Context: an optimization exercise on an open-source flow, tuned for small area, a short achievable clock period and few clock cycles. The choices shown serve that exercise and are no tape-out recipe.
The RTL was checked by simulation tests, not by an equivalence proof against the original design.
Power figures rest on the tool's default switching activity, not on a simulated workload.

==> flow/design.v <==
module huff_tree #(
    parameter K  = 16,   
    parameter FW = 12,   
    parameter SW = 16    
) (
    input  wire           clk,
    input  wire           rst,
    input  wire           cmd_valid,
    output wire           cmd_ready,
    input  wire [4:0]     k_cnt,
    input  wire [K*FW-1:0] freqs,
    output wire           out_valid,
    input  wire           out_ready,
    output wire           out_end,
    output wire [4:0]     out_left,
    output wire [4:0]     out_right,
    output wire [SW-1:0]  out_freq
);
    localparam ID = K/2;    
    integer j;
    function automatic lt_f(input [SW-1:0] a, input [SW-1:0] b);
        reg [SW-1:0] g, e;
        integer i, w;
        begin
            g = ~a & b;
            e = ~(a ^ b);
            for (w = 1; w < SW; w = w * 2)
                for (i = 0; i + w < SW; i = i + 2 * w) begin
                    g[i] = g[i+w] | (e[i+w] & g[i]);
                    e[i] = e[i+w] & e[i];
                end
            lt_f = g[0];
        end
    endfunction
    function automatic [SW-1:0] add_f(input [SW-1:0] a, input [SW-1:0] b);
        reg [SW-1:0] p, g, gn, pn;
        integer i, w;
        begin
            p = a ^ b;
            g = a & b;
            for (w = 1; w < SW; w = w * 2) begin
                gn = g; pn = p;
                for (i = w; i < SW; i = i + 1) begin
                    gn[i] = g[i] | (p[i] & g[i-w]);
                    pn[i] = p[i] & p[i-w];
                end
                g = gn; p = pn;
            end
            add_f = (a ^ b) ^ {g[SW-2:0], 1'b0};
        end
    endfunction
    localparam EW = FW + 4;       
    reg  [FW-1:0] ef [0:K-1];     
    reg  [3:0]    ei [0:K-1];     
    reg  [4:0]    occ;            
    reg  [4:0]    lrem;           
    reg  [4:0]    ibase;          
    reg  [3:0]    pt;             
    reg  [FW-1:0] ft;             
    reg           ilast;          
    reg           idone;          
    reg           act;            
    reg           pend;           
    reg  [4:0]    pk;             
    reg  [4:0]    ih;             
    reg  [SW-1:0] iq [0:ID-1];
    reg  [3:0]    n;              
    reg           o_v, o_e;
    reg  [4:0]    o_l, o_r;
    reg  [SW-1:0] o_f;
    wire          room = !occ[4];
    assign cmd_ready = (idone || (ilast && room)) && !pend;
    wire          acc  = cmd_valid && cmd_ready;
    wire          ins  = !idone && room;
    wire          purge = !cmd_valid;
    wire [FW-1:0] nf = (pt == 4'd0) ? freqs[FW-1:0] : ft;
    reg  [K+1:0]  c;
    always @(*) begin
        for (j = 0; j < K; j = j + 1)
            c[j] = ins && (j >= occ ||
                           (j >= ibase && (pt != 4'd0) &&
                            lt_f({{(SW-FW){1'b0}}, ft}, {{(SW-FW){1'b0}}, ef[j]})));
        c[K]   = ins;
        c[K+1] = ins;
    end
    wire          vl0 = (lrem != 5'd0);
    wire          vl1 = (lrem[4:1] != 4'd0);
    wire          vi0 = (n != 4'd0);
    wire          vi1 = (n[3:1] != 3'd0);
    wire [SW-1:0] l0 = {{(SW-FW){1'b0}}, ef[0]};
    wire [SW-1:0] l1 = {{(SW-FW){1'b0}}, ef[1]};
    wire [SW-1:0] i0 = iq[0];
    wire [SW-1:0] i1 = iq[1];
    wire          last  = (lrem == 5'd1 && n == 4'd0) || (lrem == 5'd0 && n == 4'd1);
    wire          oslot = !o_v || out_ready;
    wire          go_end   = act && oslot && last;
    wire          go_merge = act && oslot && !last;
    wire          ca = vl0 && (!vi0 || !lt_f(i0, l0));    
    wire          cb = vl1 && (!vi0 || !lt_f(i0, l1));    
    wire          cc = vl0 && (!vi1 || !lt_f(i1, l0));    
    wire          k_ll = ca && cb;
    wire          k_la = ca && !cb;
    wire          k_lb = !ca && cc;
    wire          k_ii = !ca && !cc;
    wire          k_l1 = k_la || k_lb;                
    wire [SW-1:0] s_ll = add_f(l0, l1);
    wire [SW-1:0] s_li = add_f(l0, i0);
    wire [SW-1:0] s_ii = add_f(i0, i1);
    wire [SW-1:0] sum = ({SW{k_ll}} & s_ll) | ({SW{k_l1}} & s_li) | ({SW{k_ii}} & s_ii);
    wire [4:0]    ih1 = ih + 5'd1;
    wire [4:0]    ih2 = ih + 5'd2;
    wire [4:0]    xi = (k_ll || k_la) ? {1'b0, ei[0]} : ih;
    wire [4:0]    yi = k_ll ? {1'b0, ei[1]} : k_la ? ih : k_lb ? {1'b0, ei[0]} : ih1;
    wire [3:0]    n_p1 = n + 4'd1;
    wire [3:0]    n_m1 = n - 4'd1;
    wire          p1 = (go_merge && k_l1) || (go_end && vl0);
    wire          p2 = go_merge && k_ll;
    wire [4:0]    lp = {3'd0, p2, p1};
    wire [4:0]    occ_p1 = occ + 5'd1;
    wire [4:0]    occ_m1 = occ - 5'd1;
    wire [4:0]    occ_m2 = occ - 5'd2;
    wire [4:0]    ib_m1  = ibase - 5'd1;
    wire [4:0]    ib_m2  = ibase - 5'd2;
    wire [4:0]    lr_m1  = lrem - 5'd1;
    wire [4:0]    lr_m2  = lrem - 5'd2;
    wire          insv   = ins && cmd_valid;
    wire [4:0]    occ_0  = purge ? ibase : insv ? occ_p1 : occ;
    wire [4:0]    occ_1  = purge ? ib_m1 : insv ? occ    : occ_m1;
    wire [4:0]    occ_2  = purge ? ib_m2 : insv ? occ_m1 : occ_m2;
    wire [4:0]    occ_n  = p2 ? occ_2 : p1 ? occ_1 : occ_0;
    wire [4:0]    ib_n   = p2 ? ib_m2 : p1 ? ib_m1 : ibase;
    wire [4:0]    lr_n   = p2 ? lr_m2 : p1 ? lr_m1 : lrem;
    reg  [ID-1:0] e0, e1, e2;
    always @(*)
        for (j = 0; j < ID; j = j + 1) begin
            e0[j] = (n == j);
            e1[j] = (n == j + 1);
            e2[j] = (n == j + 2);
        end
    wire          start = (!act || go_end) && (pend || acc);
    wire          r_e = go_end;
    wire [4:0]    r_l = go_end ? (vl0 ? {1'b0, ei[0]} : ih) : xi;
    wire [4:0]    r_r = yi;
    wire [SW-1:0] r_f = go_end ? (vl0 ? l0 : i0) : sum;
    wire [EW-1:0] ent [0:K+1];
    wire [EW-1:0] ent_new = {pt, nf};
    wire [EW-1:0] ent_n [0:K-1];
    wire          q0 = !p1 && !p2;
    genvar g;
    generate
        for (g = 0; g < K; g = g + 1) begin : g_ent
            assign ent[g] = {ei[g], ef[g]};
        end
        assign ent[K]   = {EW{1'b0}};
        assign ent[K+1] = {EW{1'b0}};
        for (g = 0; g < K; g = g + 1) begin : g_next
            wire cm = (g == 0) ? 1'b0 : c[g-1];
            wire sm1 = q0 && c[g] && cm;
            wire s0  = (q0 && !c[g]) || (p1 && c[g+1] && c[g]);
            wire sp1 = (p1 && !c[g+1]) || (p2 && c[g+2] && c[g+1]);
            wire sp2 = p2 && !c[g+2];
            wire sn  = (q0 && c[g] && !cm) || (p1 && c[g+1] && !c[g]) ||
                       (p2 && c[g+2] && !c[g+1]);
            wire [EW-1:0] em1 = (g == 0) ? {EW{1'b0}} : ent[(g == 0) ? 0 : g-1];
            assign ent_n[g] = ({EW{sm1}} & em1) | ({EW{s0}} & ent[g]) |
                              ({EW{sp1}} & ent[g+1]) | ({EW{sp2}} & ent[g+2]) |
                              ({EW{sn}} & ent_new);
        end
    endgenerate
    reg  [SW-1:0] iq_n [0:ID-1];
    reg           w_s, w_h, w_1, w_2;
    always @(*)
        for (j = 0; j < ID; j = j + 1) begin
            w_s = go_merge && ((k_ll && e0[j]) || (k_l1 && e1[j]) || (k_ii && e2[j]));
            w_h = !go_merge || (k_ll && !e0[j]);
            w_1 = go_merge && k_l1 && !e1[j];
            w_2 = go_merge && k_ii && !e2[j];
            iq_n[j] = ({SW{w_h}} & iq[j]) | ({SW{w_1}} & iq[(j+1) % ID]) |
                      ({SW{w_2}} & iq[(j+2) % ID]) | ({SW{w_s}} & sum);
        end
    assign out_valid = o_v;
    assign out_end   = o_e;
    assign out_left  = o_l;
    assign out_right = o_r;
    assign out_freq  = o_f;
    always @(posedge clk) begin
        for (j = 0; j < K; j = j + 1) begin
            ef[j] <= ent_n[j][FW-1:0];
            ei[j] <= ent_n[j][FW+3:FW];
        end
        if (ins)
            ft <= freqs[(pt + 4'd1)*FW +: FW];
        for (j = 0; j < ID; j = j + 1)
            iq[j] <= iq_n[j];
        if (go_merge || go_end) begin
            o_e <= r_e;
            o_l <= r_l;
            o_r <= r_r;
            o_f <= r_f;
        end
        if (acc)
            pk <= k_cnt;
        if (rst) begin
            occ   <= 5'd0;
            lrem  <= 5'd0;
            ibase <= 5'd0;
            pt    <= 4'd0;
            ilast <= 1'b0;
            idone <= 1'b0;
            act   <= 1'b0;
            pend  <= 1'b0;
            n     <= 4'd0;
            o_v   <= 1'b0;
        end else begin
            occ   <= occ_n;
            ibase <= (purge || acc) ? occ_n : ib_n;
            if (acc) begin
                pt    <= 4'd0;
                ilast <= 1'b0;
                idone <= 1'b0;
            end else if (!cmd_valid) begin
                pt    <= 4'd0;
                ilast <= 1'b0;
                idone <= 1'b0;
            end else if (ins) begin
                pt    <= pt + 4'd1;
                ilast <= ({1'b0, pt} + 5'd2 == k_cnt);
                idone <= ({1'b0, pt} + 5'd1 == k_cnt);
            end
            if (go_merge)
                n <= k_ll ? n_p1 : k_ii ? n_m1 : n;
            else if (go_end)
                n <= 4'd0;
            if (go_merge || go_end)
                o_v <= 1'b1;
            else if (out_ready)
                o_v <= 1'b0;
            if (go_merge)
                ih <= k_ll ? ih : k_ii ? ih2 : ih1;
            if (start) begin
                act  <= 1'b1;
                pend <= pend && acc;
                ih   <= pend ? pk : k_cnt;
                lrem <= pend ? pk : k_cnt;
            end else begin
                lrem <= lr_n;
                if (go_end)
                    act <= 1'b0;
                if (acc)
                    pend <= 1'b1;
            end
        end
    end
endmodule
Settings: LEC_CHECK=0, CAP_MARGIN=20, CORE_MARGIN=2, CORE_UTILIZATION=60, SLEW_MARGIN=20; clock period 10.0 ns.
standard.sh (not shown) runs the stock make flow with config.mk's settings and CLKGATE_MAP_FILE= SYNTH_SCRIPT=/design/flow/synth_recipe.tcl, a recipe that flattens the netlist after the stock synthesis.
==> flow/flow/run.sh <==
#!/bin/bash
# The standard layout (the standard.sh, standard synthesis included), with
# timing repair aiming at a setup slack of 6.5 ns: the clock and its constraints
# are unchanged, repair just works towards a shorter achieved period.
set -euo pipefail
export SETUP_SLACK_MARGIN=6.5
bash standard.sh > standard.log 2>&1
The baseline went through all stages and came out clean.
Testbench counts at the start, summed over its fixed seeds: cycles 3,279.
Then changed:
Settings changed: CORE_UTILIZATION 60 to 50.
Clock power grows by about 3%. Power shrinks by about 4.6%. Sequential power shrinks by about 1%. Sequential share of layout area grows by 0.72 points. Worst setup slack improved by 1.0 ns. Wire length shrinks by 11%.

## static timing again, ports no longer ideal
Ports are ideal in the flow. The routed layouts listed here were re-timed in OpenROAD. Step 1 (the two cells are an assumption about what drives the block):
set clk [get_ports {clk}]
set_driving_cell -lib_cell sky130_fd_sc_hd__clkbuf_16 $clk
set_driving_cell -lib_cell sky130_fd_sc_hd__buf_2 [delete_from_list [all_inputs] $clk]
Step 2 also shifts input and output timing later by t, the mid clock arrival at the registers, as if the neighbouring blocks saw the same clock. a / b / c = no drivers / after step 1 / after step 2; a / b = the first two.
run | t, ns | setup WS [ns] | clock arrival spread, ns
the first run | 0.730 | 5.262 / 5.262 / 5.225 | 0.057 / 0.057
the second run | 0.689 | 6.304 / 6.304 / 5.736 | 0.035 / 0.035
After both steps every run listed still meets setup and hold. The setup slack of the second run, which loses most, moves by 0.000 ns with the drivers and by -0.568 ns with both steps.
